What follows belongs to an exercise in optimizing a design on an open flow for small area, a short achievable clock period and few clock cycles; a production flow would make more cautious choices. No run shown here included a check of the RTL's function; only the layout flow was run. No activity file was given, so power comes from the tool's default toggle rates.

### design/flow/config.mk
export PLATFORM = sky130hd
export DESIGN_NAME = fb_blit
export DESIGN_NICKNAME = fb_blit
export VERILOG_FILES = /design/flow/design.v
export SDC_FILE = /design/flow/constraint.sdc
export NUM_CORES = 4
export LEC_CHECK = 0
export CAP_MARGIN = 20
export CORE_MARGIN = 2
export CORE_UTILIZATION = 60
export CTS_BUF_LIST = sky130_fd_sc_hd__clkbuf_8
export SLEW_MARGIN = 20
### design/flow/constraint.sdc
create_clock -name core_clock -period 12.0 [get_ports {clk}]
set_input_delay 2.4000 -clock core_clock [delete_from_list [all_inputs] [get_ports {clk}]]
set_output_delay 2.4000 -clock core_clock [all_outputs]
set_load 0.01 [all_outputs]
### design/flow/design.v
module fb_blit (
    input  wire        clk,
    input  wire        rst,
    input  wire        cmd_valid,
    output wire        cmd_ready,
    input  wire [7:0]  cmd_op,
    input  wire [2:0]  cmd_mode,
    input  wire [1:0]  cmd_color,
    input  wire [15:0] cmd_arg0,
    input  wire [15:0] cmd_arg1,
    input  wire [15:0] cmd_arg2,
    input  wire [15:0] cmd_arg3,
    input  wire [15:0] cmd_arg4,
    input  wire [15:0] cmd_arg5,
    output wire        res_re,
    output wire [15:0] res_addr,
    input  wire [7:0]  res_rdata,
    output wire        fb_re,
    output wire [9:0]  fb_raddr,
    input  wire [7:0]  fb_rdata,
    output reg         fb_we,
    output reg  [9:0]  fb_waddr,
    output reg  [7:0]  fb_wdata
);
    localparam [7:0] OP_BITMAP = 8'h40;
    localparam [7:0] OP_SPRITE = 8'h50;
    localparam [1:0] C_OR   = 2'd0;    
    localparam [1:0] C_CLR  = 2'd1;    
    localparam [1:0] C_XOR  = 2'd2;    
    localparam [1:0] C_MASK = 2'd3;    
    localparam [1:0] M_NONE = 2'd0;    
    localparam [1:0] M_SEP  = 2'd1;    
    localparam [1:0] M_PLUS = 2'd2;    
    localparam S_IDLE  = 0;
    localparam S_HDR0  = 1;     
    localparam S_HDR1  = 2;     
    localparam S_HDR2  = 3;     
    localparam S_GEO   = 4;     
    localparam S_LOOP  = 5;     
    localparam S_SWAP0 = 6;     
    localparam S_SWAP1 = 7;     
    localparam S_PLUSM = 8;     
    localparam S_PRE   = 9;     
    localparam S_RUN   = 10;    
    localparam S_DR1   = 11;
    localparam S_DR2   = 12;
    localparam NS      = 13;
    reg [NS-1:0] st;
    reg          busy;
    reg [15:0] ra, al;
    reg [1:0]  comb, mkind;
    reg        spr;
    reg [7:0]  w, h;
    reg [8:0]  x9, y9;            
    reg [7:0]  fc;                
    reg [7:0]  mf;                
    reg [5:0]  rc;                
    reg        aph;               
    reg [3:0]  pd1, pu1;          
    reg        td, tu;            
    reg [6:0]  dc;                
    reg [6:0]  dl;                
    reg        nul;               
    reg [3:0]  pg;                
    reg        dir, ph, first;
    reg        lastp, rv, rlast, lastc;
    reg        sd, su;            
    reg [3:0]  nd, nu;            
    reg [3:0]  left;              
    reg        rle, dre;          
    reg [7:0]  s_rot;
    reg        c_go, c_wv, c_rv, c_first, c_up;
    reg [9:0]  wa1;
    reg [7:0]  scar, mcar;
    wire       masked = (mkind != M_NONE);
    wire       plus   = (mkind == M_PLUS);
    wire [2:0]  yo    = y9[2:0];
    wire        yz    = (yo != 3'd0);
    wire [5:0]  srow  = y9[8:3];                  
    wire        sneg  = srow[5];
    wire [5:0]  rows  = ({1'b0, h[7:3]}) + {5'd0, (h[2:0] != 3'd0)};
    wire [7:0]  ilo   = x9[8] ? (~x9[7:0] + 8'd1) : 8'd0;
    wire [5:0]  as_   = sneg ? (~srow + {5'd0, ~yz}) : 6'd0;    
    wire [15:0] wk    = plus ? {7'd0, w, 1'b0} : {8'd0, w};
    wire [15:0] iloK  = plus ? {7'd0, ilo, 1'b0} : {8'd0, ilo};
    wire [9:0]  xw    = {x9[8], x9} + {2'b00, w};
    wire [9:0]  yh    = {y9[8], y9} + {2'b00, h};
    wire        g_off = nul || (w == 8'd0) || (h == 8'd0) || xw[9] || (xw == 10'd0) ||
                        yh[9] || (yh == 10'd0);
    wire [6:0]  g_e   = {srow[5], srow} + {1'b0, rows} - 7'd1 + {6'd0, yz};   
    wire        g_big = !g_e[6] && (g_e[5:3] != 3'd0);                        
    wire [3:0]  g_phi = g_big ? 4'd7 : g_e[3:0];
    wire [3:0]  g_plo = sneg ? 4'd0 : {1'b0, srow[2:0]};
    wire [3:0]  g_pd0 = sneg ? (yz ? 4'hF : 4'd0) : {1'b0, srow[2:0]};
    wire        g_td  = yz && !g_big;
    wire [9:0]  xw1   = xw - 10'd1;
    wire [6:0]  g_dl  = (xw1[9:7] != 3'd0) ? 7'd127 : xw1[6:0];
    wire [6:0]  g_dc  = x9[8] ? 7'd0 : x9[6:0];
    wire        tdir   = dir ? tu : td;
    wire [3:0]  pnext  = dir ? pg - 4'd1 : pg + 4'd1;
    wire [3:0]  n_pg   = (!lastp || (yz && !tdir)) ? pnext : pg;
    wire        n_dir  = dir ^ lastp;
    wire        n_t    = n_dir ? tu : td;
    wire [3:0]  n_left = lastp ? (dir ? nd : nu) : left - 4'd1;
    wire        n_last = lastp ? (dir ? (nd == 4'd0) : (nu == 4'd0)) : (left == 4'd1);
    wire        n_rl   = n_last || (n_t && (lastp ? (dir ? (nd == 4'd1) : (nu == 4'd1))
                                                  : (left == 4'd2)));
    wire        n_rv   = !(n_last && n_t);
    wire        n_lc   = lastp ? (dc + 7'd1 == dl) : lastc;
    wire        n_mg   = masked && !n_rv && !n_lc;
    wire        sph0   = masked && rv && !ph;         
    wire        merge  = masked && !rv && !lastc;
    wire        r_rl   = rle;
    wire        r_dir  = dre;
    wire [3:0]  f_nd   = pd1 - pg;
    wire [3:0]  f_nu   = pd1 + {3'd0, yz && !td} - pu1;
    wire        f_last = (f_nd == 4'd0);
    wire        f_rl   = f_last || (td && (f_nd == 4'd1));
    wire        f_su   = (f_nu == 4'd0) || (tu && (f_nu == 4'd1));
    wire        f_rv   = !(f_last && td);
    wire        f_lc   = (dc == dl);
    wire        f_mg   = masked && !f_rv && !f_lc;
    wire        lp_more = (rc != 6'd0) || (fc != 8'd0);
    wire        lp_last = (rc != 6'd0) ? ((rc == 6'd1) && (fc == 8'd0))
                                        : ((rows == 6'd1) && (fc == 8'd1));
    wire [4:0]  rows1_in = res_rdata[7:3] - {4'd0, (res_rdata[2:0] == 3'd0)};
    wire        hd_more  = (rc != 6'd0) || (fc != 8'd0);
    reg  [15:0] opnd;
    reg         cin;
    wire o_one = st[S_HDR0] || st[S_PLUSM] || (st[S_RUN] && r_rl && !plus);
    wire o_two = st[S_RUN] && r_rl && plus;
    wire o_ilo = st[S_HDR1] || st[S_SWAP1] || (st[S_GEO] && !spr);
    wire o_wk  = st[S_HDR2] || st[S_LOOP] || (st[S_GEO] && spr) || (st[S_RUN] && !r_rl);
    wire o_neg = st[S_RUN] && r_dir;
    always @(*) begin
        opnd = ({16{o_wk}} & (o_neg ? ~wk : wk)) | ({16{o_ilo}} & iloK) |
               {14'd0, o_two, o_one};
        cin  = st[S_HDR1] || (o_wk && o_neg);
    end
    wire [16:0] sum17 = {ra, 1'b1} + {opnd, cin};
    wire [15:0] sum   = sum17[16:1];
    wire        is_bmp  = (cmd_op == OP_BITMAP);
    wire        is_spr  = (cmd_op == OP_SPRITE);
    wire        mask_nz = (cmd_arg4 != 16'd0);
    wire [2:0]  mode_r  = (cmd_mode == 3'd5) ? (mask_nz ? 3'd3 : 3'd0) : cmd_mode;
    wire        b_zero  = (cmd_arg2 == 16'd0);
    wire        i_xfar  = cmd_arg0[15] ? (cmd_arg0[14:8] != 7'h7F) : (cmd_arg0[14:7] != 8'd0);
    wire        i_yfar  = cmd_arg1[15] ? (cmd_arg1[14:8] != 7'h7F) : (cmd_arg1[14:6] != 9'd0);
    wire        go      = !i_xfar && !i_yfar &&
                          ((is_bmp && cmd_color != 2'd3) ||
                           (is_spr && !(cmd_mode[2] && cmd_mode[1])));
    wire        i_nul   = b_zero || (is_spr && cmd_mode == 3'd3 && !mask_nz);
    assign cmd_ready = !busy;
    wire run = st[S_RUN];
    assign res_addr = ra;
    assign res_re   = busy;
    assign fb_raddr = {pg[2:0], dc};
    assign fb_re    = busy;
    wire [15:0] rr2   = {res_rdata, res_rdata} << yo;
    wire [7:0]  rrot  = rr2[15:8];                        
    wire [7:0]  lom   = 8'hFF << yo;
    wire [7:0]  s_r   = c_rv ? (masked ? s_rot : rrot) : 8'd0;
    wire [7:0]  m_r   = c_rv ? (masked ? rrot : 8'hFF) : 8'd0;
    wire [7:0]  curm  = c_up ? ~lom : lom;
    wire [7:0]  ks    = {8{c_rv && !masked}} & curm;               
    wire [7:0]  km    = {8{c_rv &&  masked}} & curm;               
    wire [7:0]  S0    = ({8{c_rv && masked}} & curm & s_rot) | (c_first ? 8'd0 : scar);
    wire [7:0]  M0    = ({8{c_rv && !masked}} & curm) | (c_first ? 8'd0 : mcar);
    wire [7:0]  S1    = S0 | ks;
    wire [7:0]  M1    = M0 | km;
    function [7:0] cmb;
        input [1:0] c;
        input [7:0] d, s, m;
        begin
            case (c)
                C_OR:    cmb = d | s;
                C_CLR:   cmb = d & ~s;
                C_XOR:   cmb = d ^ s;
                default: cmb = (d & ~m) | s;
            endcase
        end
    endfunction
    wire [7:0]  wd0   = cmb(comb, fb_rdata, S0, M0);
    wire [7:0]  wd1   = cmb(comb, fb_rdata, S1, M1);
    wire [7:0]  wd    = (rrot & wd1) | (~rrot & wd0);
    always @(posedge clk) begin
        s_rot    <= rrot;
        wa1      <= {pg[2:0], dc};
        fb_waddr <= wa1;
        fb_wdata <= wd;
        fb_we    <= !rst && c_go && c_wv;
        if (c_go) begin
            scar <= s_r & ~curm;
            mcar <= m_r & ~curm;
        end
        c_go    <= !rst && run && !sph0;
        c_wv    <= !pg[3];
        c_rv    <= rv;
        c_first <= first;
        c_up    <= dir && yz;
    end
    wire        lp_end  = !lp_more || lp_last;       
    wire        g_loop  = spr ? (lp_more && !lp_last) : (as_ != 6'd0);
    wire        run_end = !sph0 && lastp && lastc;
    wire        to_swap0 = (mkind == M_SEP) && !aph;
    wire        to_swap1 = (mkind == M_SEP) && aph;
    wire        to_plusm = (mkind == M_PLUS);
    wire        to_run   = (mkind == M_NONE);
    reg [NS-1:0] nst;
    wire        acc     = st[S_IDLE] && cmd_valid && go;
    wire        sw0_lp  = (as_ != 6'd0) || (mf != 8'd0);
    wire        geo_ok  = st[S_GEO] && !g_off && !g_loop;
    wire        lp_fin  = st[S_LOOP] && lp_end;
    always @(*) begin
        nst[S_IDLE]  = (st[S_IDLE] && !acc) || (st[S_GEO] && g_off) || st[S_DR2];
        nst[S_HDR0]  = acc && is_spr;
        nst[S_HDR1]  = st[S_HDR0];
        nst[S_HDR2]  = st[S_HDR1];
        nst[S_GEO]   = st[S_HDR2] || (acc && !is_spr);
        nst[S_LOOP]  = (st[S_GEO] && !g_off && g_loop) || (st[S_LOOP] && !lp_end) ||
                       (st[S_SWAP0] && sw0_lp);
        nst[S_PRE]   = geo_ok && to_run;
        nst[S_SWAP0] = (geo_ok || lp_fin) && to_swap0;
        nst[S_SWAP1] = (lp_fin && to_swap1) || (st[S_SWAP0] && !sw0_lp);
        nst[S_PLUSM] = (geo_ok || lp_fin) && to_plusm;
        nst[S_RUN]   = (lp_fin && to_run) || st[S_SWAP1] || st[S_PLUSM] || st[S_PRE] ||
                       (st[S_RUN] && !run_end);
        nst[S_DR1]   = st[S_RUN] && run_end;
        nst[S_DR2]   = st[S_DR1];
    end
    wire        to_first = (st[S_LOOP] && lp_end && to_run) || st[S_SWAP1] || st[S_PLUSM] ||
                           st[S_PRE];
    always @(posedge clk) begin
        if (rst) begin
            st   <= {{(NS-1){1'b0}}, 1'b1};
            busy <= 1'b0;
        end else begin
            st   <= nst;
            busy <= !nst[S_IDLE];
        end
    end
    always @(posedge clk) begin
        if (st[S_IDLE]) begin
            ra    <= cmd_arg2;
            al    <= cmd_arg4;
            x9    <= cmd_arg0[8:0];
            y9    <= cmd_arg1[8:0];
            w     <= cmd_arg3[7:0];
            h     <= cmd_arg4[7:0];
            fc    <= is_spr ? cmd_arg3[7:0] : 8'd0;
            mf    <= cmd_arg5[7:0];
            spr   <= is_spr;
            nul   <= i_nul;
            aph   <= 1'b0;
            if (is_bmp) begin
                mkind <= M_NONE;
                case (cmd_color)
                    2'd0:    comb <= C_CLR;
                    2'd1:    comb <= C_OR;
                    default: comb <= C_XOR;
                endcase
            end else begin
                case (mode_r)
                    3'd0: begin comb <= C_MASK; mkind <= M_NONE; end
                    3'd1: begin comb <= C_OR;   mkind <= M_NONE; end
                    3'd2: begin comb <= C_CLR;  mkind <= M_NONE; end
                    3'd3: begin comb <= C_MASK; mkind <= M_SEP;  end
                    default: begin comb <= C_MASK; mkind <= M_PLUS; end
                endcase
            end
        end
        if (st[S_HDR0]) begin
            ra <= sum;                  
            rc <= as_;
        end
        if (st[S_HDR1]) begin
            ra <= sum;                  
            w  <= res_rdata;
        end
        if (st[S_HDR2]) begin
            h <= res_rdata;
            if (hd_more) begin
                ra <= sum;
                if (rc != 6'd0) begin
                    rc <= rc - 6'd1;
                end else begin
                    fc <= fc - 8'd1;
                    rc <= {1'b0, rows1_in};
                end
            end
        end
        if (st[S_GEO]) begin
            pd1 <= g_phi;
            pu1 <= g_plo;
            td  <= g_td;
            tu  <= yz && !sneg;
            dl  <= g_dl;
            dc  <= g_dc;
            pg  <= g_pd0;
            if (!spr) begin
                ra <= sum;              
                rc <= as_;
            end
        end
        if ((st[S_GEO] && spr) || st[S_LOOP]) begin
            if (lp_more) begin
                ra <= sum;
                if (rc != 6'd0) begin
                    rc <= rc - 6'd1;
                end else begin
                    fc <= fc - 8'd1;
                    rc <= rows - 6'd1;
                end
            end
        end
        if (st[S_SWAP0]) begin
            ra  <= al;
            al  <= ra;
            aph <= 1'b1;
            rc  <= as_;
            fc  <= mf;
        end
        if (st[S_SWAP1]) begin
            ra <= al;
            al <= sum;
        end
        if (st[S_PLUSM])
            al <= sum;
        if (to_first) begin
            dir   <= 1'b0;
            ph    <= 1'b0;
            first <= 1'b1;
            lastp <= f_last;
            rv    <= f_rv;
            rlast <= f_rl;
            lastc <= f_lc;
            sd    <= f_rl;
            su    <= f_su;
            nd    <= f_nd;
            nu    <= f_nu;
            left  <= f_nd;
            rle   <= f_mg ? f_su : f_rl;
            dre   <= f_mg;
        end
        if (st[S_RUN]) begin
            if (rv) begin
                if (masked) begin
                    ra <= al;
                    al <= sum;
                end else begin
                    ra <= sum;
                end
            end else if (merge) begin
                ra <= al;
                al <= sum;
            end
            if (sph0) begin
                ph <= 1'b1;
            end else begin
                ph    <= merge;
                pg    <= n_pg;
                dir   <= n_dir;
                first <= lastp;
                lastp <= n_last;
                rv    <= n_rv;
                rlast <= n_rl;
                left  <= n_left;
                lastc <= n_lc;
                rle   <= n_mg ? (n_dir ? sd : su) : n_rl;
                dre   <= n_mg ? !n_dir : n_dir;
                if (lastp)
                    dc <= dc + 7'd1;
            end
        end
    end
endmodule
### design/flow/flow/run.sh
#!/bin/bash
# Standard layout with the smallest plain buffers on the ports; timing repair
# aims for 8.0 ns of setup slack.
set -euo pipefail
export BUFFER_PORTS_ARGS="-buffer_cell sky130_fd_sc_hd__buf_1"
export SETUP_SLACK_MARGIN=8.0
bash standard.sh > flow.log 2>&1
### design/flow/standard.sh
#!/bin/bash
# synth_recipe.tcl (not shown) runs the flow's synth.tcl, then flattens the netlist and writes it again
# the make line also repeats each setting of config.mk as NAME=value (left out here)
make -C /OpenROAD-flow-scripts/flow DESIGN_CONFIG=/design/flow/config.mk WORK_HOME=/design/flow/orfs CLKGATE_MAP_FILE= SYNTH_SCRIPT=/design/flow/synth_recipe.tcl "${@:-finish}"
==> impl_results.md, run 1 <==
* Outcome: complete, no violations
* Number of warnings printed during yosys synthesis at 1
* Number of nets at the end of the flow at 1990
* Number of maximum-capacitance violations at 0
* Die extent in x at between 150 and 200 um
* Overall power at 2030 uW
* Relative slew slack at 27.0%
* Min-Delay Path Class: reg2reg
* Total core area at ~0.024 mm2
* Sequential fraction of the synthesis area at a little over a third
* Total number of placement rows at 57
* Required time at the worst-slack endpoint at ~12000 ps
* Total GRT Usage at roughly 32%
* Count of flip-flops with a built-in enable after synthesis at 95
* Library cell occupying the most area in the post-synthesis netlist: sky130_fd_sc_hd__edfxtp_1
* IO Port Bufs at about 160
* WHS Path Cells at 0
* Top_reg_cell synth: sky130_fd_sc_hd__dfxtp_1
* Clock latency at the later pin of the worst-skew pair at ~560 ps
* Upper clock frequency limit at roughly 250 MHz
* Number of clock sinks seen by CTS at 216
* Number of nets produced by synthesis at ~1800
* Signed area change from the synthesized netlist to the final layout at 12.5%
* Cell with the largest stage delay on the worst path: sky130_fd_sc_hd__nor3_1
* Largest net degree at the start of global routing at 50
* Final standard cell utilization of the core at about two thirds
* Crit start category: primary input
* CP endpoint kind: flip-flop
* Number of DRC violations after detailed-routing iteration 0 at 1059
* Worst r2r dst: st[6]$_SDFF_PP0_
* Pwr/cell area at around 120 mW/mm2
* Buffers from clock root to sink, at most at 3
* Distinct cell type count of the synthesized netlist at slightly below 90
* Stage delay of the slowest cell on the critical path at around 620 ps
* Number of storage elements in the synthesis netlist at 216
* Clock buffers created by TritonCTS at 40
* Wire length reported by the detailed router at 41.9 mm
* Worst reg2reg path startpoint: y9[0]$_DFFE_PP_
* Maximum level of the CTS H-tree at 2
* # setup viols final at 0
* Final hold violation count at 0
* Top-count cell post-synth: sky130_fd_sc_hd__nor2_1
* Leftover overflow at the end of global routing at 0
* Initial Util at 60.7%
* Termination of the worst setup path: st[0]$_SDFF_PP1_
* Sum of negative setup slack at 0 ps
* Critical Path Start: cmd_op[2]
* Fraction of layout instances using a drive strength above 1 at under 10%
* Unrepaired setup endpoints after global routing: no
* Average detailed-routed wire length per instance at roughly 20 um
* Post-synthesis instance total at 1610
* Internal reg-to-reg setup slack at ~8000 ps
* Cell count after placement at ~2000
* Top cells by instance count after synthesis: sky130_fd_sc_hd__nor2_1 (134), sky130_fd_sc_hd__nand2_1 (122), sky130_fd_sc_hd__dfxtp_1 (121), sky130_fd_sc_hd__o21ai_0 (102), sky130_fd_sc_hd__inv_1 (99)
* WP data arrival at ~4500 ps
* Critical path start-end classification: in2reg
* Time the final worst path needs with I/O delays and setup at 4020 ps
* Global-route wire length before repair at ~66 mm
* Largest fanout on the critical path at 4
* Synthesized area per cell at between 9 and 10 um2
* Worst reg2reg path depth at 11
* Initial antenna violation count at 0
* Total leakage power at roughly 0.0067 uW
* Worst vdd rail ir drop at roughly 0.000095 V
* Root cell of the clock tree: sky130_fd_sc_hd__clkbuf_8
* Min setup slack post-route at 7980 ps
* Clk slew on worst S/H paths at around 60 ps
* Post-DP HPWL at roughly 30 mm
* Detailed-route via count at about 13000
* Portion of synthesized cell area occupied by the leading cell type at approximately 20%
* TritonCTS clock tree: done
* Biggest area contributors in the synthesized netlist: sky130_fd_sc_hd__edfxtp_1 (20%), sky130_fd_sc_hd__dfxtp_1 (17%), sky130_fd_sc_hd__ha_1 (8.0%)
* Area enclosed by the die boundary at around 0.026 mm2
* Io pins at around 180
* Pre-CTS setup slack at 6890 ps
* First-pass iteration count of the detailed router at 6
* Cells along the critical path: buf_1, nor4b_1, nand2_1, nor3_1, nand3_1, a221o_1
* Non-filler instance count after layout at about 2100
* Final setup skew at between 30 and 40 ps
* Slew Viols, Final at 0
* Post-route clock period utilization at 33.5%
* Vias in the first global route at ~12000
* Post-route DRC at 0
* Detailed-route vias per instance at between 6 and 7
* Post-route ant nets at 0
* Synthesized area at between 0.01 and 0.015 mm2
* Routability cong. at around 0.93
* FFs w/ async S/R, synth at 0%
* Worst-margin pin slew at roughly 1100 ps
* Vertical die dimension at 160 um
## kinds of logic after synthesis
logic type	share of synthesized area (%)
simple gates	16.5
fa+ha+maj	8.92
xor+xnor	4.97
buf+inv	4.52
compound gates	20.8
mux	8.15
flops	36.1
## critical path: cells and delay by family
family	cells	cell delay [ps]
AO/OA/AOI/OAI	1	390
AND/OR/NAND/NOR	4	1600
buffers and inverters	1	70
## flip-flops by register name, summed over array words and instances, names as in the netlist, 8 cells and up
signal    count
x9            9
mcar          8
st           13
wa1          10
al           16
mf            8
fc            8
y9            9
fb_waddr     10
ra           16
w             8
s_rot         8
fb_wdata      8
scar          8
h             8
## placed cells by master, fill, tap and decap left out, types with 11 or more instances in the layout
cell,count
sky130_fd_sc_hd__xnor2_1,58
sky130_fd_sc_hd__edfxtp_1,95
sky130_fd_sc_hd__nand3_1,40
sky130_fd_sc_hd__a22oi_1,20
sky130_fd_sc_hd__o22ai_1,13
sky130_fd_sc_hd__nand4_1,15
sky130_fd_sc_hd__or3_1,15
sky130_fd_sc_hd__a21oi_1,96
sky130_fd_sc_hd__nand2_1,120
sky130_fd_sc_hd__inv_1,114
sky130_fd_sc_hd__dfxtp_1,117
sky130_fd_sc_hd__ha_1,93
sky130_fd_sc_hd__clkbuf_8,47
sky130_fd_sc_hd__buf_1,159
sky130_fd_sc_hd__nor4_1,22
sky130_fd_sc_hd__mux2i_1,62
sky130_fd_sc_hd__a31oi_1,12
sky130_fd_sc_hd__xor2_1,24
sky130_fd_sc_hd__buf_4,18
sky130_fd_sc_hd__o21ai_0,102
sky130_fd_sc_hd__mux2_2,30
sky130_fd_sc_hd__or2_2,11
sky130_fd_sc_hd__a21o_1,21
sky130_fd_sc_hd__a211oi_1,25
sky130_fd_sc_hd__and3_1,12
sky130_fd_sc_hd__nor2b_1,18
sky130_fd_sc_hd__nand2b_1,23
sky130_fd_sc_hd__o211ai_1,34
sky130_fd_sc_hd__nor3_1,35
sky130_fd_sc_hd__nor2_1,132
## through the flow
step / hold WS (ps) / area, um2
finish: 309 / 16500
global route: 317 / 16400
CTS: 314 / 16300
detailed placement: 315 / 15400
global placement: 310 / 15400
floorplan: 310 / 14700
## how the worst min path moves through the flow
stage          slack, ps      startpoint                  end
6_report             310  wa1[9]$_DFF_P_  fb_waddr[9]$_DFF_P_
3_5_place_dp         310  wa1[0]$_DFF_P_  fb_waddr[0]$_DFF_P_
3_3_place_gp         310  wa1[5]$_DFF_P_  fb_waddr[5]$_DFF_P_
2_1_floorplan        310  wa1[0]$_DFF_P_  fb_waddr[0]$_DFF_P_
4_1_cts              310  wa1[9]$_DFF_P_  fb_waddr[9]$_DFF_P_
5_1_grt              320  wa1[9]$_DFF_P_  fb_waddr[9]$_DFF_P_
## routing by layer
metal	GRT usage, %	part of all wire [%]
met1	41.9	42
met2	52.4	46
met3	5.14	7.4
met4	14.5	4.4
met5	0	0
## cell type report
class                           instances  area (um2)
Multi-Input combinational cell       1224        8810
Fill cell                            2018        7650
Sequential cell                       216        5290
Timing Repair Buffer                  179         771
Clock buffer                           47         647
Tap cell                              324         405
Inverter                              101         380
Clock inverter                         26         146
Antenna cell                            1        2.50
## where the power goes
| part | switching [uW] | leakage (uW) | internal (uW) |
|---|---|---|---|
| combinational | 250 | 0.00429 | 189 |
| sequential | 64.1 | 0.00195 | 827 |
| clock | 324 | 0.000469 | 381 |
| total | 638 | 0.00671 | 1400 |
## repair_timing
action,in CTS,in global routing
gates resized for setup,10,10
hold buffers,0,0
setup buffers,3,11
pin swaps,0,2
setup endpoints to repair,27,32
==> inputs of run 2 (changes only) <==
--- a/design/flow/design.v
+++ b/design/flow/design.v
@@ -67,5 +67,2 @@
     reg        sd, su;            
-    reg [3:0]  nd, nu;            
-    reg [3:0]  left;              
-    reg        rle, dre;          
     reg [7:0]  s_rot;
@@ -80,3 +77,4 @@
     wire        sneg  = srow[5];
-    wire [5:0]  rows  = ({1'b0, h[7:3]}) + {5'd0, (h[2:0] != 3'd0)};
+    reg  [5:0]  rows;               
+    reg         off_q;              
     wire [7:0]  ilo   = x9[8] ? (~x9[7:0] + 8'd1) : 8'd0;
@@ -102,22 +100,15 @@
     wire        n_dir  = dir ^ lastp;
+    wire [3:0]  pd1m   = pd1 - 4'd1;
+    wire [3:0]  pu1p   = pu1 + 4'd1;
     wire        n_t    = n_dir ? tu : td;
-    wire [3:0]  n_left = lastp ? (dir ? nd : nu) : left - 4'd1;
-    wire        n_last = lastp ? (dir ? (nd == 4'd0) : (nu == 4'd0)) : (left == 4'd1);
-    wire        n_rl   = n_last || (n_t && (lastp ? (dir ? (nd == 4'd1) : (nu == 4'd1))
-                                                  : (left == 4'd2)));
-    wire        n_rv   = !(n_last && n_t);
-    wire        n_lc   = lastp ? (dc + 7'd1 == dl) : lastc;
-    wire        n_mg   = masked && !n_rv && !n_lc;
+    wire        n_last = (n_pg == (n_dir ? pu1 : pd1));
+    wire        n_rl   = n_last || (n_t && (n_pg == (n_dir ? pu1p : pd1m)));
     wire        sph0   = masked && rv && !ph;         
     wire        merge  = masked && !rv && !lastc;
-    wire        r_rl   = rle;
-    wire        r_dir  = dre;
-    wire [3:0]  f_nd   = pd1 - pg;
-    wire [3:0]  f_nu   = pd1 + {3'd0, yz && !td} - pu1;
-    wire        f_last = (f_nd == 4'd0);
-    wire        f_rl   = f_last || (td && (f_nd == 4'd1));
-    wire        f_su   = (f_nu == 4'd0) || (tu && (f_nu == 4'd1));
-    wire        f_rv   = !(f_last && td);
-    wire        f_lc   = (dc == dl);
-    wire        f_mg   = masked && !f_rv && !f_lc;
+    wire        r_rl   = merge ? (dir ? sd : su) : rlast;
+    wire        r_dir  = merge ? !dir : dir;
+    wire        f_last = (pg == pd1);
+    wire        f_rl   = f_last || (td && ((pg + 4'd1) == pd1));
+    wire [3:0]  f_pu0  = pd1 + {3'd0, yz && !td};    
+    wire        f_su   = (f_pu0 == pu1) || (tu && (f_pu0 == pu1 + 4'd1));
     wire        lp_more = (rc != 6'd0) || (fc != 8'd0);
@@ -164,23 +155,13 @@
     wire [7:0]  curm  = c_up ? ~lom : lom;
-    wire [7:0]  ks    = {8{c_rv && !masked}} & curm;               
-    wire [7:0]  km    = {8{c_rv &&  masked}} & curm;               
-    wire [7:0]  S0    = ({8{c_rv && masked}} & curm & s_rot) | (c_first ? 8'd0 : scar);
-    wire [7:0]  M0    = ({8{c_rv && !masked}} & curm) | (c_first ? 8'd0 : mcar);
-    wire [7:0]  S1    = S0 | ks;
-    wire [7:0]  M1    = M0 | km;
-    function [7:0] cmb;
-        input [1:0] c;
-        input [7:0] d, s, m;
-        begin
-            case (c)
-                C_OR:    cmb = d | s;
-                C_CLR:   cmb = d & ~s;
-                C_XOR:   cmb = d ^ s;
-                default: cmb = (d & ~m) | s;
-            endcase
-        end
-    endfunction
-    wire [7:0]  wd0   = cmb(comb, fb_rdata, S0, M0);
-    wire [7:0]  wd1   = cmb(comb, fb_rdata, S1, M1);
-    wire [7:0]  wd    = (rrot & wd1) | (~rrot & wd0);
+    wire [7:0]  S     = (s_r & curm) | (c_first ? 8'd0 : scar);
+    wire [7:0]  M     = (m_r & curm) | (c_first ? 8'd0 : mcar);
+    reg  [7:0]  wd;
+    always @(*) begin
+        case (comb)
+            C_OR:    wd = fb_rdata | S;
+            C_CLR:   wd = fb_rdata & ~S;
+            C_XOR:   wd = fb_rdata ^ S;
+            default: wd = (fb_rdata & ~M) | S;
+        endcase
+    end
     always @(posedge clk) begin
@@ -211,6 +192,7 @@
     wire        sw0_lp  = (as_ != 6'd0) || (mf != 8'd0);
-    wire        geo_ok  = st[S_GEO] && !g_off && !g_loop;
+    wire        geo_ok  = st[S_GEO] && !g_loop;
     wire        lp_fin  = st[S_LOOP] && lp_end;
+    wire        ab      = off_q && (st[S_PRE] || st[S_LOOP] || st[S_SWAP0] || st[S_PLUSM]);
     always @(*) begin
-        nst[S_IDLE]  = (st[S_IDLE] && !acc) || (st[S_GEO] && g_off) || st[S_DR2];
+        nst[S_IDLE]  = (st[S_IDLE] && !acc) || ab || st[S_DR2];
         nst[S_HDR0]  = acc && is_spr;
@@ -219,10 +201,10 @@
         nst[S_GEO]   = st[S_HDR2] || (acc && !is_spr);
-        nst[S_LOOP]  = (st[S_GEO] && !g_off && g_loop) || (st[S_LOOP] && !lp_end) ||
-                       (st[S_SWAP0] && sw0_lp);
+        nst[S_LOOP]  = (st[S_GEO] && g_loop) || (st[S_LOOP] && !lp_end && !off_q) ||
+                       (st[S_SWAP0] && sw0_lp && !off_q);
         nst[S_PRE]   = geo_ok && to_run;
-        nst[S_SWAP0] = (geo_ok || lp_fin) && to_swap0;
-        nst[S_SWAP1] = (lp_fin && to_swap1) || (st[S_SWAP0] && !sw0_lp);
-        nst[S_PLUSM] = (geo_ok || lp_fin) && to_plusm;
-        nst[S_RUN]   = (lp_fin && to_run) || st[S_SWAP1] || st[S_PLUSM] || st[S_PRE] ||
-                       (st[S_RUN] && !run_end);
+        nst[S_SWAP0] = (geo_ok || (lp_fin && !off_q)) && to_swap0;
+        nst[S_SWAP1] = (lp_fin && !off_q && to_swap1) || (st[S_SWAP0] && !sw0_lp && !off_q);
+        nst[S_PLUSM] = (geo_ok || (lp_fin && !off_q)) && to_plusm;
+        nst[S_RUN]   = (lp_fin && !off_q && to_run) || st[S_SWAP1] ||
+                       ((st[S_PLUSM] || st[S_PRE]) && !off_q) || (st[S_RUN] && !run_end);
         nst[S_DR1]   = st[S_RUN] && run_end;
@@ -249,2 +231,3 @@
             h     <= cmd_arg4[7:0];
+            rows  <= {1'b0, cmd_arg4[7:3]} + {5'd0, (cmd_arg4[2:0] != 3'd0)};
             fc    <= is_spr ? cmd_arg3[7:0] : 8'd0;
@@ -280,3 +263,4 @@
         if (st[S_HDR2]) begin
-            h <= res_rdata;
+            h    <= res_rdata;
+            rows <= {1'b0, res_rdata[7:3]} + {5'd0, (res_rdata[2:0] != 3'd0)};
             if (hd_more) begin
@@ -292,2 +276,3 @@
         if (st[S_GEO]) begin
+            off_q <= g_off;
             pd1 <= g_phi;
@@ -333,12 +318,7 @@
             lastp <= f_last;
-            rv    <= f_rv;
+            rv    <= !(f_last && td);
             rlast <= f_rl;
-            lastc <= f_lc;
+            lastc <= (dc == dl);
             sd    <= f_rl;
             su    <= f_su;
-            nd    <= f_nd;
-            nu    <= f_nu;
-            left  <= f_nd;
-            rle   <= f_mg ? f_su : f_rl;
-            dre   <= f_mg;
         end
@@ -364,10 +344,8 @@
                 lastp <= n_last;
-                rv    <= n_rv;
+                rv    <= !(n_last && n_t);
                 rlast <= n_rl;
-                left  <= n_left;
-                lastc <= n_lc;
-                rle   <= n_mg ? (n_dir ? sd : su) : n_rl;
-                dre   <= n_mg ? !n_dir : n_dir;
-                if (lastp)
-                    dc <= dc + 7'd1;
+                if (lastp) begin
+                    dc    <= dc + 7'd1;
+                    lastc <= (dc + 7'd1 == dl);
+                end
             end
==> run 2 against run 1 <==
  * Synthesized cell count is 5.7% lower
  * Non-clock buffer count grew 2
  * Final cell count decreased by 6.2%
  * Design area decreased by 4.2%
  * Sequential power is 6.3% lower
  * Via count decreased by 8.3%
  * Clock power increased by 5.7%
  * Wire length shrank 8.0%
  * First-iteration DRC count down 18%
  * Maximum frequency increased by 1.6%
  * Critical path type unchanged
  * Largest power group unchanged
==> impl_results.md, run 2 <==
* Top cells by instance count after synthesis: sky130_fd_sc_hd__nand2_1 (140), sky130_fd_sc_hd__dfxtp_1 (120), sky130_fd_sc_hd__nor2_1 (118), sky130_fd_sc_hd__a21oi_1 (105), sky130_fd_sc_hd__edfxtp_1 (90)
* Top Registers: al x16, ra x16, st x13
* Buffers from clock root to sink, at most at 3 (unchanged)
* Post-route ant nets at 0 (unchanged)
* Slew Viols, Final at 0 (unchanged)
* Clock buffers created by TritonCTS at 38 (-5.0%)
* Final hold violation count at 0 (unchanged)
* Detailed-route via count at 12156 (-8.3%)
* Maximum level of the CTS H-tree at 2 (unchanged)
* Upper clock frequency limit at 253 MHz (+1.6%)
* Area enclosed by the die boundary at 0.0243 mm2 (-5.3%)
* Cell count after placement at 1905 (-6.1%)
* Final setup skew at 18.7 ps (-17.4 ps)
* Number of clock sinks seen by CTS at 210 (-2.8%)
* TritonCTS clock tree: done
* Sum of negative setup slack at 0 ps (unchanged)
* Post-route clock period utilization at 33.0% (-0.53 points)
* Total GRT Usage at 31.4% (-0.66 points)
* Vias in the first global route at 11270 (-8.7%)
* FFs w/ async S/R, synth at 0% (unchanged)
* Largest fanout on the critical path at 3 (-1)
* Hold path startpoint: wa1[1]$_DFF_P_
* Clock latency at the later pin of the worst-skew pair at 540 ps (-20 ps)
* Overall power at 1920 uW (-5.7%)
* Io pins at 176 (unchanged)
* Critical Path Start: cmd_op[2]
* Total core area at 0.0226 mm2 (-6.1%)
* WP data arrival at 4350 ps (-120 ps)
* Initial Util at 61.1% (+0.41 points)
* Crit start category: primary input
* Fraction of layout instances using a drive strength above 1 at 11.2% (+1.8 points)
* Detailed-route vias per instance at 6.12 (-2.3%)
* Relative slew slack at 27.8% (+0.84 points)
* Largest net degree at the start of global routing at 44 (-12%)
* Top_reg_cell synth: sky130_fd_sc_hd__dfxtp_1
* Biggest area contributors in the synthesized netlist: sky130_fd_sc_hd__edfxtp_1 (20%), sky130_fd_sc_hd__dfxtp_1 (17%), sky130_fd_sc_hd__ha_1 (7.1%)
* Worst reg2reg path startpoint: spr$_DFFE_PP_
* Clk slew on worst S/H paths at 70 ps (about the same)
* Global-route wire length before repair at 59.9 mm (-8.8%)
* Most frequent standard cell in the layout excluding fill and tap cells: sky130_fd_sc_hd__buf_1
* Number of inserted diodes at 0 (-1)
* Number of nets produced by synthesis at 1729 (-5.9%)
* Worst vdd rail ir drop at 0.000110 V (+16%)
* Synthesized area per cell at 9.10 um2 (+0.22%)
* Critical path start-end classification: in2reg
* Final standard cell utilization of the core at 69.6% (+1.3 points)
* Pwr/cell area at 122 mW/mm2 (-1.5%)
* Unrepaired setup endpoints after global routing: yes
* Distinct cell type count of the synthesized netlist at 90 (+1.1%)
* Total number of placement rows at 55 (-3.5%)
* Wire length reported by the detailed router at 38.5 mm (-8.0%)
* Vertical die dimension at 156 um (-2.7%)
* First-pass iteration count of the detailed router at 5 (-1)
* Total leakage power at 0.00646 uW (-3.7%)
* Library cell occupying the most area in the post-synthesis netlist: sky130_fd_sc_hd__edfxtp_1
* Outcome: complete, no violations
* Hold-fix buffer count after cts at 0 (unchanged)
* Number of storage elements in the synthesis netlist at 210 (-2.8%)
* Die extent in x at 156 um (-2.7%)
* Min-Delay Path Class: reg2reg
* Time the final worst path needs with I/O delays and setup at 3960 ps (-63.8 ps)
* Count of flip-flops with a built-in enable after synthesis at 90 (-5.3%)
* Initial antenna violation count at 1 (+1)
* Number of DRC violations after detailed-routing iteration 0 at 864 (-18%)
* Min setup slack post-route at 8040 ps (+63.8 ps)
* Number of nets at the end of the flow at 1882 (-5.4%)
* Synthesized area at 0.0138 mm2 (-5.4%)
* CP endpoint kind: flip-flop
* IO Port Bufs at 159 (unchanged)
* Sequential fraction of the synthesis area at 36.9% (+0.85 points)
* Post-synthesis instance total at 1519 (-5.7%)
* Worst-margin pin slew at 1080 ps (+15.1 ps)
* Required time at the worst-slack endpoint at 12390 ps (-60 ps)
* Signed area change from the synthesized netlist to the final layout at 13.9%
* Number of maximum-capacitance violations at 0 (unchanged)
* Commonest non-fill, non-tap cells in the layout: sky130_fd_sc_hd__buf_1 (151), sky130_fd_sc_hd__nand2_1 (140), sky130_fd_sc_hd__nor2_1 (118), sky130_fd_sc_hd__dfxtp_1 (115), sky130_fd_sc_hd__a21oi_1 (95)
* Post-route DRC at 0 (unchanged)
* Average detailed-routed wire length per instance at 19.4 um (-1.9%)
* Pre-CTS setup slack at 6960 ps (+68.0 ps)
* Routability cong. at 0.888 (-4.9%)
* Top-count cell post-synth: sky130_fd_sc_hd__nand2_1
* # setup viols final at 0 (unchanged)
* Number of warnings printed during yosys synthesis at 1 (unchanged)
* Root cell of the clock tree: sky130_fd_sc_hd__clkbuf_8
* Post-DP HPWL at 28.2 mm (-8.6%)
* Leftover overflow at the end of global routing at 0 (unchanged)
* Non-filler instance count after layout at 1987 (-6.2%)
* Portion of synthesized cell area occupied by the leading cell type at 19.5% (+0.037 points)
-- run 2: changes by cell type in the layout (fill, tap and decap cells not counted), moves of 11 or more --
cell	previous run	this run
sky130_fd_sc_hd__inv_1	114	91
sky130_fd_sc_hd__nand3_1	40	29
sky130_fd_sc_hd__o21ai_0	102	87
sky130_fd_sc_hd__nor2_1	132	118
sky130_fd_sc_hd__xor2_1	24	56
sky130_fd_sc_hd__nand2_1	120	140
sky130_fd_sc_hd__ha_1	93	78
sky130_fd_sc_hd__a22oi_1	20	6
sky130_fd_sc_hd__a211oi_1	25	12
-- run 2: stage by stage --
stage                     hold slack, ps  area, um2
final                                326      15800
after floorplan                      310      13900
after global placement               310      14600
after CTS                            330      15500
after global routing                 333      15800
after detailed placement             314      14600
-- run 2: logic make-up after synthesis --
logic type,share of synthesized area [%]
muxes,8.10
AOI/OAI and AO/OA,19.0
DFF,36.9
xor gates and xnor gates,7.23
adders and majority gates,7.64
buffers and inverters,4.44
and+or+nand+nor,16.6
-- run 2: metal layers --
metal	GRT usage (%)	vias to the layer above	part of all wire [%]
met5	0	-	0.034
met4	9.22	2	2.8
met3	5.75	75	7.3
met2	51.4	444	46
met1	42.6	5746	44
li1	-	5889	-
-- run 2: power by group --
group / switching [uW] / leakage (uW) / internal [uW]
Combinational: 188 / 0.00407 / 150
Clock: 313 / 0.000472 / 433
Sequential: 47.4 / 0.00192 / 788
Total: 548 / 0.00646 / 1370
-- run 2: what timing repair did --
item | in CTS | in global routing
pin swaps | 0 | 2
gates resized for setup | 20 | 40
setup buffers | 3 | 8
cloned | 0 | 0
setup endpoints to repair | 37 | 16
-- run 2: cell type report --
cell class	count	area, um2
inverter	86	328
sequential	210	5120
clock inverter	21	169
multi-input combinational	1155	8310
fill	1872	6890
timing repair buffer	181	796
clock buffer	49	674
tap	285	357
-- run 2: path summary, 6_finish.rpt --
check	end	slack, ps	cells past startpoint
setup / recovery	st[0]$_SDFF_PP1_	8040	7
hold / removal	fb_waddr[1]$_DFF_P_	330	0
hold reg to reg	fb_waddr[1]$_DFF_P_	330	0
setup reg to reg	ra[15]$_DFF_P_	8130	15
-- run 2: worst max-delay path, cell delays in order --
cell and delay [ps]:
sky130_fd_sc_hd__buf_1 70, sky130_fd_sc_hd__or4b_1 560, sky130_fd_sc_hd__nor4_4 270, sky130_fd_sc_hd__o211ai_1 220, sky130_fd_sc_hd__or4_1 610, sky130_fd_sc_hd__nand2_1 110, sky130_fd_sc_hd__nand3_1 110

[separate check: timing with driven ports]
Ports are ideal in the flow. The routed layouts listed here were re-timed in OpenROAD. Step 1 sets driving cells, clkbuf_16 on the clock port and buf_2 on the other inputs (assumed; they add their load-dependent delay and slew). Step 2 times the ports against the registers' clock, not the clock port: input delays grow and output delays shrink by t, the midpoint of the rising clock arrivals with the driver on. Slacks: ideal / step 1 / step 2; pairs: ideal / step 1.
| run | shift t [ns] | slack for setup (ns) | worst register clock-pin slew, ns |
|---|---|---|---|
| run 1 | 0.594 | 7.978 / 8.004 / 7.410 | 0.07 / 0.07 |
| run 2 | 0.577 | 8.041 / 8.067 / 7.490 | 0.07 / 0.07 |
After both steps every run listed still meets setup and hold. For run 1, which loses most, drivers alone change the setup slack by +0.026 ns; drivers and shift together by -0.568 ns.
